Source: an optimization exercise on an open RTL-to-GDS flow (aim: small area). Production flows keep margins and buffers that such runs may drop. Only simulation tests tie the RTL to the original design; equivalence was not proved.

==> v27 <==
## pipe16
module pipe16 (
    input  wire        clk,
    input  wire        rst,           
    output wire        imem_en,
    output wire [15:0] imem_addr,
    input  wire [15:0] imem_rdata,
    output wire        dmem_re,
    output wire        dmem_we,
    output wire [15:0] dmem_addr,
    output wire [15:0] dmem_wdata,
    input  wire [15:0] dmem_rdata
);
==> flow/config.mk <==
export PLATFORM = sky130hd
export DESIGN_NAME = pipe16
export DESIGN_NICKNAME = pipe16
export VERILOG_FILES = /design/flow/design.v
export SDC_FILE = /design/flow/constraint.sdc
export NUM_CORES = 4
export LEC_CHECK = 0
export CAP_MARGIN = 0
export CORE_MARGIN = 2
export CORE_UTILIZATION = 45
export CTS_BUF_LIST = sky130_fd_sc_hd__clkbuf_8
export CTS_CLUSTER_DIAMETER = 80
export CTS_CLUSTER_SIZE = 12
export GPL_TIMING_DRIVEN = 0
export SETUP_SLACK_MARGIN = 0.3
export SLEW_MARGIN = 0
export SYNTH_HIERARCHICAL = 1
==> flow/constraint.sdc <==
create_clock -name core_clock -period 40.0 [get_ports {clk}]
set_input_delay 8.0000 -clock core_clock [delete_from_list [all_inputs] [get_ports {clk}]]
set_output_delay 8.0000 -clock core_clock [all_outputs]
set_load 0.01 [all_outputs]
run.sh (not shown) runs the stock make flow with config.mk's settings and CLKGATE_MAP_FILE= SYNTH_SCRIPT=/design/flow/synth_recipe.tcl, a recipe that flattens the netlist after the stock synthesis.
==> v34 (differences from v27) <==
--- a/flow/design.v
+++ b/flow/design.v
@@ -19,11 +19,11 @@
     reg [15:0] m_res;          
     reg [15:0] m_a;            
     reg [15:0] m_wd;           
     reg        m_re, m_we, m_alu_we, m_ret, m_jmp;
     wire       m_asel = m_re | (m_jmp & m_we);    
-    reg [3:0]  m_d1, m_d2;     
+    reg [3:0]  m_d1;           
     reg [15:0] w_res;
     reg [15:0] w_memv;
     reg        w_alu_we, w_mem_we, w_ret, w_jmp;
     reg [3:0]  w_d1, w_d2;
     reg [15:0] rf0;
@@ -147,11 +147,12 @@
     wire r_shr = o_shr;
     wire r_div = o_div;
     wire r_g   = o_and | o_or;
     wire r_p   = o_xor | o_or;
     wire r_rev = o_bitrev;
-    wire wd_a  = ~(o_call | o_push);
+    wire o_lp  = o_ldmem | o_pop;
+    wire wd_a  = ~(o_call | o_push | o_lp);
     assign wbus = rst ? 16'h0000 : w_res;
     wire [15:0] v1;
     wire [15:0] v2;
     wire n3;
     wire n4;
@@ -1495,13 +1496,15 @@
     wire [15:0] v1342;
     wire [4:0] v1343;
     wire [10:0] v1344;
     wire [4:0] v1345;
     wire [15:0] v1346;
-    wire [15:0] v1347;
-    wire [15:0] v1348;
-    wire [15:0] v1349;
+    wire [3:0] v1347;
+    wire [11:0] v1348;
+    wire [3:0] v1349;
+    wire [15:0] v1350;
+    wire [15:0] v1351;
     wire s_j = w_jmp & ~rst;
     wire s_r = w_ret & ~rst;
     wire s_f = ~(w_jmp | w_ret | rst);
     k_aoi222 #(16) u1 ({16{s_j}}, w_res, {16{s_r}}, w_memv, {16{s_f}}, f_pc, v1);
     k_inv #(16) u2 (v1, v2);
@@ -1656,14 +1659,14 @@
     k_aoi222 #(16) u51 ({16{rsa0}}, rf0, {16{rsa1}}, rf1, {16{rsa2}}, rf2, v66);
     k_aoi222 #(16) u52 ({16{rsa3}}, rf3, {16{rsa4}}, rf4, {16{rsa5}}, rf5, v67);
     k_aoi222 #(16) u53 ({16{rsa6}}, rf6, {16{rsa7}}, rf7, {16{rsa8}}, rf8, v68);
     k_aoi222 #(16) u54 ({16{rsa9}}, rf9, {16{rsa10}}, rf10, {16{rsa11}}, rf11, v69);
     k_aoi222 #(16) u55 ({16{rsa12}}, rf12, {16{rsa13}}, rf13, {16{rsa14}}, rf14, v70);
-    k_aoi222 #(16) u56 ({16{rsa15}}, rf15, {16{fwd_a}}, m_res, {16{fwd_a}}, m_res, v71);
+    k_nand2 #(16) u56 ({16{rsa15}}, rf15, v71);
     k_nand3 #(16) u57 (v66, v67, v68, v72);
     k_nand3 #(16) u58 (v69, v70, v71, v73);
-    k_or2 #(16) u59 (v72, v73, v74);
+    k_a211o #(16) u59 ({16{fwd_a}}, m_res, v72, v73, v74);
     assign opa = v74;
     wire rsb0 = (e_p2 == 4'd0) & ~fwd_p2;
     wire rsb1 = (e_p2 == 4'd1) & ~fwd_p2;
     wire rsb2 = (e_p2 == 4'd2) & ~fwd_p2;
     wire rsb3 = (e_p2 == 4'd3) & ~fwd_p2;
@@ -1682,14 +1685,14 @@
     k_aoi222 #(16) u60 ({16{rsb0}}, rf0, {16{rsb1}}, rf1, {16{rsb2}}, rf2, v75);
     k_aoi222 #(16) u61 ({16{rsb3}}, rf3, {16{rsb4}}, rf4, {16{rsb5}}, rf5, v76);
     k_aoi222 #(16) u62 ({16{rsb6}}, rf6, {16{rsb7}}, rf7, {16{rsb8}}, rf8, v77);
     k_aoi222 #(16) u63 ({16{rsb9}}, rf9, {16{rsb10}}, rf10, {16{rsb11}}, rf11, v78);
     k_aoi222 #(16) u64 ({16{rsb12}}, rf12, {16{rsb13}}, rf13, {16{rsb14}}, rf14, v79);
-    k_aoi222 #(16) u65 ({16{rsb15}}, rf15, {16{fwd_p2}}, m_res, {16{fwd_p2}}, m_res, v80);
+    k_nand2 #(16) u65 ({16{rsb15}}, rf15, v80);
     k_nand3 #(16) u66 (v75, v76, v77, v81);
     k_nand3 #(16) u67 (v78, v79, v80, v82);
-    k_or2 #(16) u68 (v81, v82, v83);
+    k_a211o #(16) u68 ({16{fwd_p2}}, m_res, v81, v82, v83);
     assign opb = v83;
     wire rsz0 = (e_rb == 4'd0) & ~fwd_b;
     wire nz0 = |rf0;
     wire rsz1 = (e_rb == 4'd1) & ~fwd_b;
     wire nz1 = |rf1;
@@ -3177,15 +3180,17 @@
     k_aoi222 #(5) u1313 ({5{o_popcnt}}, pop_cnt, {4'd0, cmp_res}, {4'd0, cmp_res}, {4'd0, o_cnot}, {4'd0, a_zero}, v1343);
     k_nand3 #(11) u1314 (v1340[15:5], v1341[15:5], v1342[15:5], v1344);
     k_nand4 #(5) u1315 (v1340[4:0], v1341[4:0], v1342[4:0], v1343, v1345);
     assign res = {v1344, v1345};
     k_aoi222 #(16) u1316 ({16{o_call}}, e_valp, {16{o_push}}, opb, {16{wd_a}}, opa, v1346);
-    k_inv #(16) u1317 (v1346, v1347);
-    assign wd = v1347;
-    k_mux2i #(16) u1318 ({16{m_asel}}, m_res, m_a, v1348);
-    k_inv #(16) u1319 (v1348, v1349);
-    assign dmem_addr = v1349;
+    k_nand2 #(4) u1317 ({4{o_lp}}, e_rc, v1347);
+    k_inv #(12) u1318 (v1346[15:4], v1348);
+    k_nand2 #(4) u1319 (v1346[3:0], v1347, v1349);
+    assign wd = {v1348, v1349};
+    k_mux2i #(16) u1320 ({16{m_asel}}, m_res, m_a, v1350);
+    k_inv #(16) u1321 (v1350, v1351);
+    assign dmem_addr = v1351;
     always @(posedge clk) begin
         d_ir[11:8] <= imem_rdata[11:8];
         d_ir[3:0]  <= imem_rdata[3:0];
         if (rst | bubble) begin
             d_ir[15:12] <= 4'd0;
@@ -3206,20 +3211,19 @@
         e_fwp  <= ~rst & d_fw_ok & (d_ir[7:4] == m_d1_n) & ~d_cop;
         m_res <= res;
         m_a   <= opa;
         m_wd  <= wd;
         m_d1  <= m_d1_n;
-        m_d2  <= e_rc;
         m_re     <= ~rst & (o_ldmem | o_return | o_pop);
         m_we     <= ~rst & (o_stmem | o_call | o_push);
         m_alu_we <= ~rst & e_wb;
         m_ret    <= ~rst & o_return;
         m_jmp    <= ~rst & (o_call | o_jump | o_branch);
         w_res  <= m_res;
         w_memv <= dmem_rdata;
         w_d1   <= m_d1;
-        w_d2   <= m_d2;
+        w_d2   <= m_wd[3:0];
         w_alu_we <= ~rst & m_alu_we;
         w_mem_we <= ~rst & m_re & ~m_ret;
         w_ret    <= ~rst & m_ret;
         w_jmp    <= ~rst & m_jmp;
         rf0 <= rf0_d;
@@ -3267,12 +3271,13 @@
     assign y = ~((a1 & a2) | (b1 & b2) | c);
 endmodule
 module k_aoi222 #(parameter N = 1) (input [N-1:0] a1, input [N-1:0] a2, input [N-1:0] b1, input [N-1:0] b2, input [N-1:0] c1, input [N-1:0] c2, output [N-1:0] y);
     assign y = ~((a1 & a2) | (b1 & b2) | (c1 & c2));
 endmodule
-module k_mux2 #(parameter N = 1) (input [N-1:0] s, input [N-1:0] a0, input [N-1:0] a1, output [N-1:0] y); assign y = s ? a1 : a0; endmodule
-module k_mux2i #(parameter N = 1) (input [N-1:0] s, input [N-1:0] a0, input [N-1:0] a1, output [N-1:0] y); assign y = ~(s ? a1 : a0); endmodule
+module k_mux2 #(parameter N = 1) (input [N-1:0] s, input [N-1:0] a0, input [N-1:0] a1, output [N-1:0] y); assign y = (s & a1) | (~s & a0); endmodule
+module k_mux2i #(parameter N = 1) (input [N-1:0] s, input [N-1:0] a0, input [N-1:0] a1, output [N-1:0] y); assign y = ~((s & a1) | (~s & a0)); endmodule
+module k_a211o #(parameter N = 1) (input [N-1:0] a1, input [N-1:0] a2, input [N-1:0] b, input [N-1:0] c, output [N-1:0] y); assign y = (a1 & a2) | b | c; endmodule
 module k_fa #(parameter N = 1) (input [N-1:0] a, input [N-1:0] b, input [N-1:0] c, output [N-1:0] s, output [N-1:0] co);
     assign s = a ^ b ^ c;
     assign co = (a & b) | (c & (a ^ b));
 endmodule
 module k_ha #(parameter N = 1) (input [N-1:0] a, input [N-1:0] b, output [N-1:0] s, output [N-1:0] co);
==> flow/flow/run.sh (new file) <==
#!/bin/bash
# The standard layout (the standard.sh: the standard synthesis and the
# ORFS steps through finish), with one change: the buffer that
# buffer_ports puts on every input and output port is buf_1 instead of the
# buffer_ports default (clkdlybuf4s50_1, 2.7 times the area).
# make's full output goes to standard.log here; ORFS keeps each step's log
# under orfs/logs/.
set -euo pipefail
bash standard.sh "BUFFER_PORTS_ARGS=-buffer_cell sky130_fd_sc_hd__buf_1" finish > standard.log 2>&1
==> flow/standard.sh (new file) <==
#!/bin/bash
# synth_recipe.tcl (not shown) runs the flow's synth.tcl, then flattens the netlist and writes it again
# the make line also repeats each setting of config.mk as NAME=value (left out here)
make -C /OpenROAD-flow-scripts/flow DESIGN_CONFIG=/design/flow/config.mk WORK_HOME=/design/flow/orfs CLKGATE_MAP_FILE= SYNTH_SCRIPT=/design/flow/synth_recipe.tcl "${@:-finish}"
Settings changed: CAP_MARGIN 0 to 20, CTS_CLUSTER_DIAMETER 80 to 90, CTS_CLUSTER_SIZE 12 to 14, SLEW_MARGIN 0 to 20.
removed: flow/run.sh
==> v23 (differences from v27) <==
--- a/flow/design.v
+++ b/flow/design.v
@@ -1656,14 +1656,14 @@
     k_aoi222 #(16) u51 ({16{rsa0}}, rf0, {16{rsa1}}, rf1, {16{rsa2}}, rf2, v66);
     k_aoi222 #(16) u52 ({16{rsa3}}, rf3, {16{rsa4}}, rf4, {16{rsa5}}, rf5, v67);
     k_aoi222 #(16) u53 ({16{rsa6}}, rf6, {16{rsa7}}, rf7, {16{rsa8}}, rf8, v68);
     k_aoi222 #(16) u54 ({16{rsa9}}, rf9, {16{rsa10}}, rf10, {16{rsa11}}, rf11, v69);
     k_aoi222 #(16) u55 ({16{rsa12}}, rf12, {16{rsa13}}, rf13, {16{rsa14}}, rf14, v70);
-    k_aoi222 #(16) u56 ({16{rsa15}}, rf15, {16{fwd_a}}, m_res, {16{fwd_a}}, m_res, v71);
+    k_nand2 #(16) u56 ({16{rsa15}}, rf15, v71);
     k_nand3 #(16) u57 (v66, v67, v68, v72);
     k_nand3 #(16) u58 (v69, v70, v71, v73);
-    k_or2 #(16) u59 (v72, v73, v74);
+    k_a211o #(16) u59 ({16{fwd_a}}, m_res, v72, v73, v74);
     assign opa = v74;
     wire rsb0 = (e_p2 == 4'd0) & ~fwd_p2;
     wire rsb1 = (e_p2 == 4'd1) & ~fwd_p2;
     wire rsb2 = (e_p2 == 4'd2) & ~fwd_p2;
     wire rsb3 = (e_p2 == 4'd3) & ~fwd_p2;
@@ -1682,14 +1682,14 @@
     k_aoi222 #(16) u60 ({16{rsb0}}, rf0, {16{rsb1}}, rf1, {16{rsb2}}, rf2, v75);
     k_aoi222 #(16) u61 ({16{rsb3}}, rf3, {16{rsb4}}, rf4, {16{rsb5}}, rf5, v76);
     k_aoi222 #(16) u62 ({16{rsb6}}, rf6, {16{rsb7}}, rf7, {16{rsb8}}, rf8, v77);
     k_aoi222 #(16) u63 ({16{rsb9}}, rf9, {16{rsb10}}, rf10, {16{rsb11}}, rf11, v78);
     k_aoi222 #(16) u64 ({16{rsb12}}, rf12, {16{rsb13}}, rf13, {16{rsb14}}, rf14, v79);
-    k_aoi222 #(16) u65 ({16{rsb15}}, rf15, {16{fwd_p2}}, m_res, {16{fwd_p2}}, m_res, v80);
+    k_nand2 #(16) u65 ({16{rsb15}}, rf15, v80);
     k_nand3 #(16) u66 (v75, v76, v77, v81);
     k_nand3 #(16) u67 (v78, v79, v80, v82);
-    k_or2 #(16) u68 (v81, v82, v83);
+    k_a211o #(16) u68 ({16{fwd_p2}}, m_res, v81, v82, v83);
     assign opb = v83;
     wire rsz0 = (e_rb == 4'd0) & ~fwd_b;
     wire nz0 = |rf0;
     wire rsz1 = (e_rb == 4'd1) & ~fwd_b;
     wire nz1 = |rf1;
@@ -3267,12 +3267,13 @@
     assign y = ~((a1 & a2) | (b1 & b2) | c);
 endmodule
 module k_aoi222 #(parameter N = 1) (input [N-1:0] a1, input [N-1:0] a2, input [N-1:0] b1, input [N-1:0] b2, input [N-1:0] c1, input [N-1:0] c2, output [N-1:0] y);
     assign y = ~((a1 & a2) | (b1 & b2) | (c1 & c2));
 endmodule
-module k_mux2 #(parameter N = 1) (input [N-1:0] s, input [N-1:0] a0, input [N-1:0] a1, output [N-1:0] y); assign y = s ? a1 : a0; endmodule
-module k_mux2i #(parameter N = 1) (input [N-1:0] s, input [N-1:0] a0, input [N-1:0] a1, output [N-1:0] y); assign y = ~(s ? a1 : a0); endmodule
+module k_mux2 #(parameter N = 1) (input [N-1:0] s, input [N-1:0] a0, input [N-1:0] a1, output [N-1:0] y); assign y = (s & a1) | (~s & a0); endmodule
+module k_mux2i #(parameter N = 1) (input [N-1:0] s, input [N-1:0] a0, input [N-1:0] a1, output [N-1:0] y); assign y = ~((s & a1) | (~s & a0)); endmodule
+module k_a211o #(parameter N = 1) (input [N-1:0] a1, input [N-1:0] a2, input [N-1:0] b, input [N-1:0] c, output [N-1:0] y); assign y = (a1 & a2) | b | c; endmodule
 module k_fa #(parameter N = 1) (input [N-1:0] a, input [N-1:0] b, input [N-1:0] c, output [N-1:0] s, output [N-1:0] co);
     assign s = a ^ b ^ c;
     assign co = (a & b) | (c & (a ^ b));
 endmodule
 module k_ha #(parameter N = 1) (input [N-1:0] a, input [N-1:0] b, output [N-1:0] s, output [N-1:0] co);
Settings changed: CAP_MARGIN 0 to 20, SLEW_MARGIN 0 to 20.
==> notes <==
v34 ran to the end with no violations. v23 completed without violations. v27 finished but fails on capacitance limit, slew limit.
Between v34 and v27, the lower sequential cell count is in v34 (gap 4).
Critical path depth, lowest first: v27, v34, v23.
Between v34 and v27, the lower synthesized area is in v34 (gap about 1.3%, measured against v27).
Against v27, the cell area of v34 is smaller by about 2.3%.

static timing again, ports no longer ideal:
No port has a modelled driver above. Below, the same layouts with a new extraction and two added sets of constraints.
Step 1: set_driving_cell puts a clkbuf_16 on clk and a buf_2 on each other input, an assumption about the parent block.
Step 2 moves the port delays by t, midway between the first and last clock arrival at a register: inputs arrive t later, outputs are due t later. That takes back most of the time a late clock gives input paths.
Three values: ideal ports, drivers, drivers and shift; two values: the first two.
| run | shift t [ns] | setup slack, ns | hold WS [ns] | clock arrival spread, ns | worst slew at a driven data input, ns |
|---|---|---|---|---|---|
| v27 | 0.726 | 3.080 / 3.080 / 3.080 | 0.322 / 0.322 / 0.322 | 0.069 / 0.070 | 0.04 |
| v34 | 0.669 | 2.925 / 2.925 / 2.925 | 0.334 / 0.334 / 0.334 | 0.031 / 0.031 | 0.04 |
| v23 | 0.705 | 2.937 / 2.937 / 2.937 | 0.323 / 0.323 / 0.323 | 0.033 / 0.034 | 0.04 |
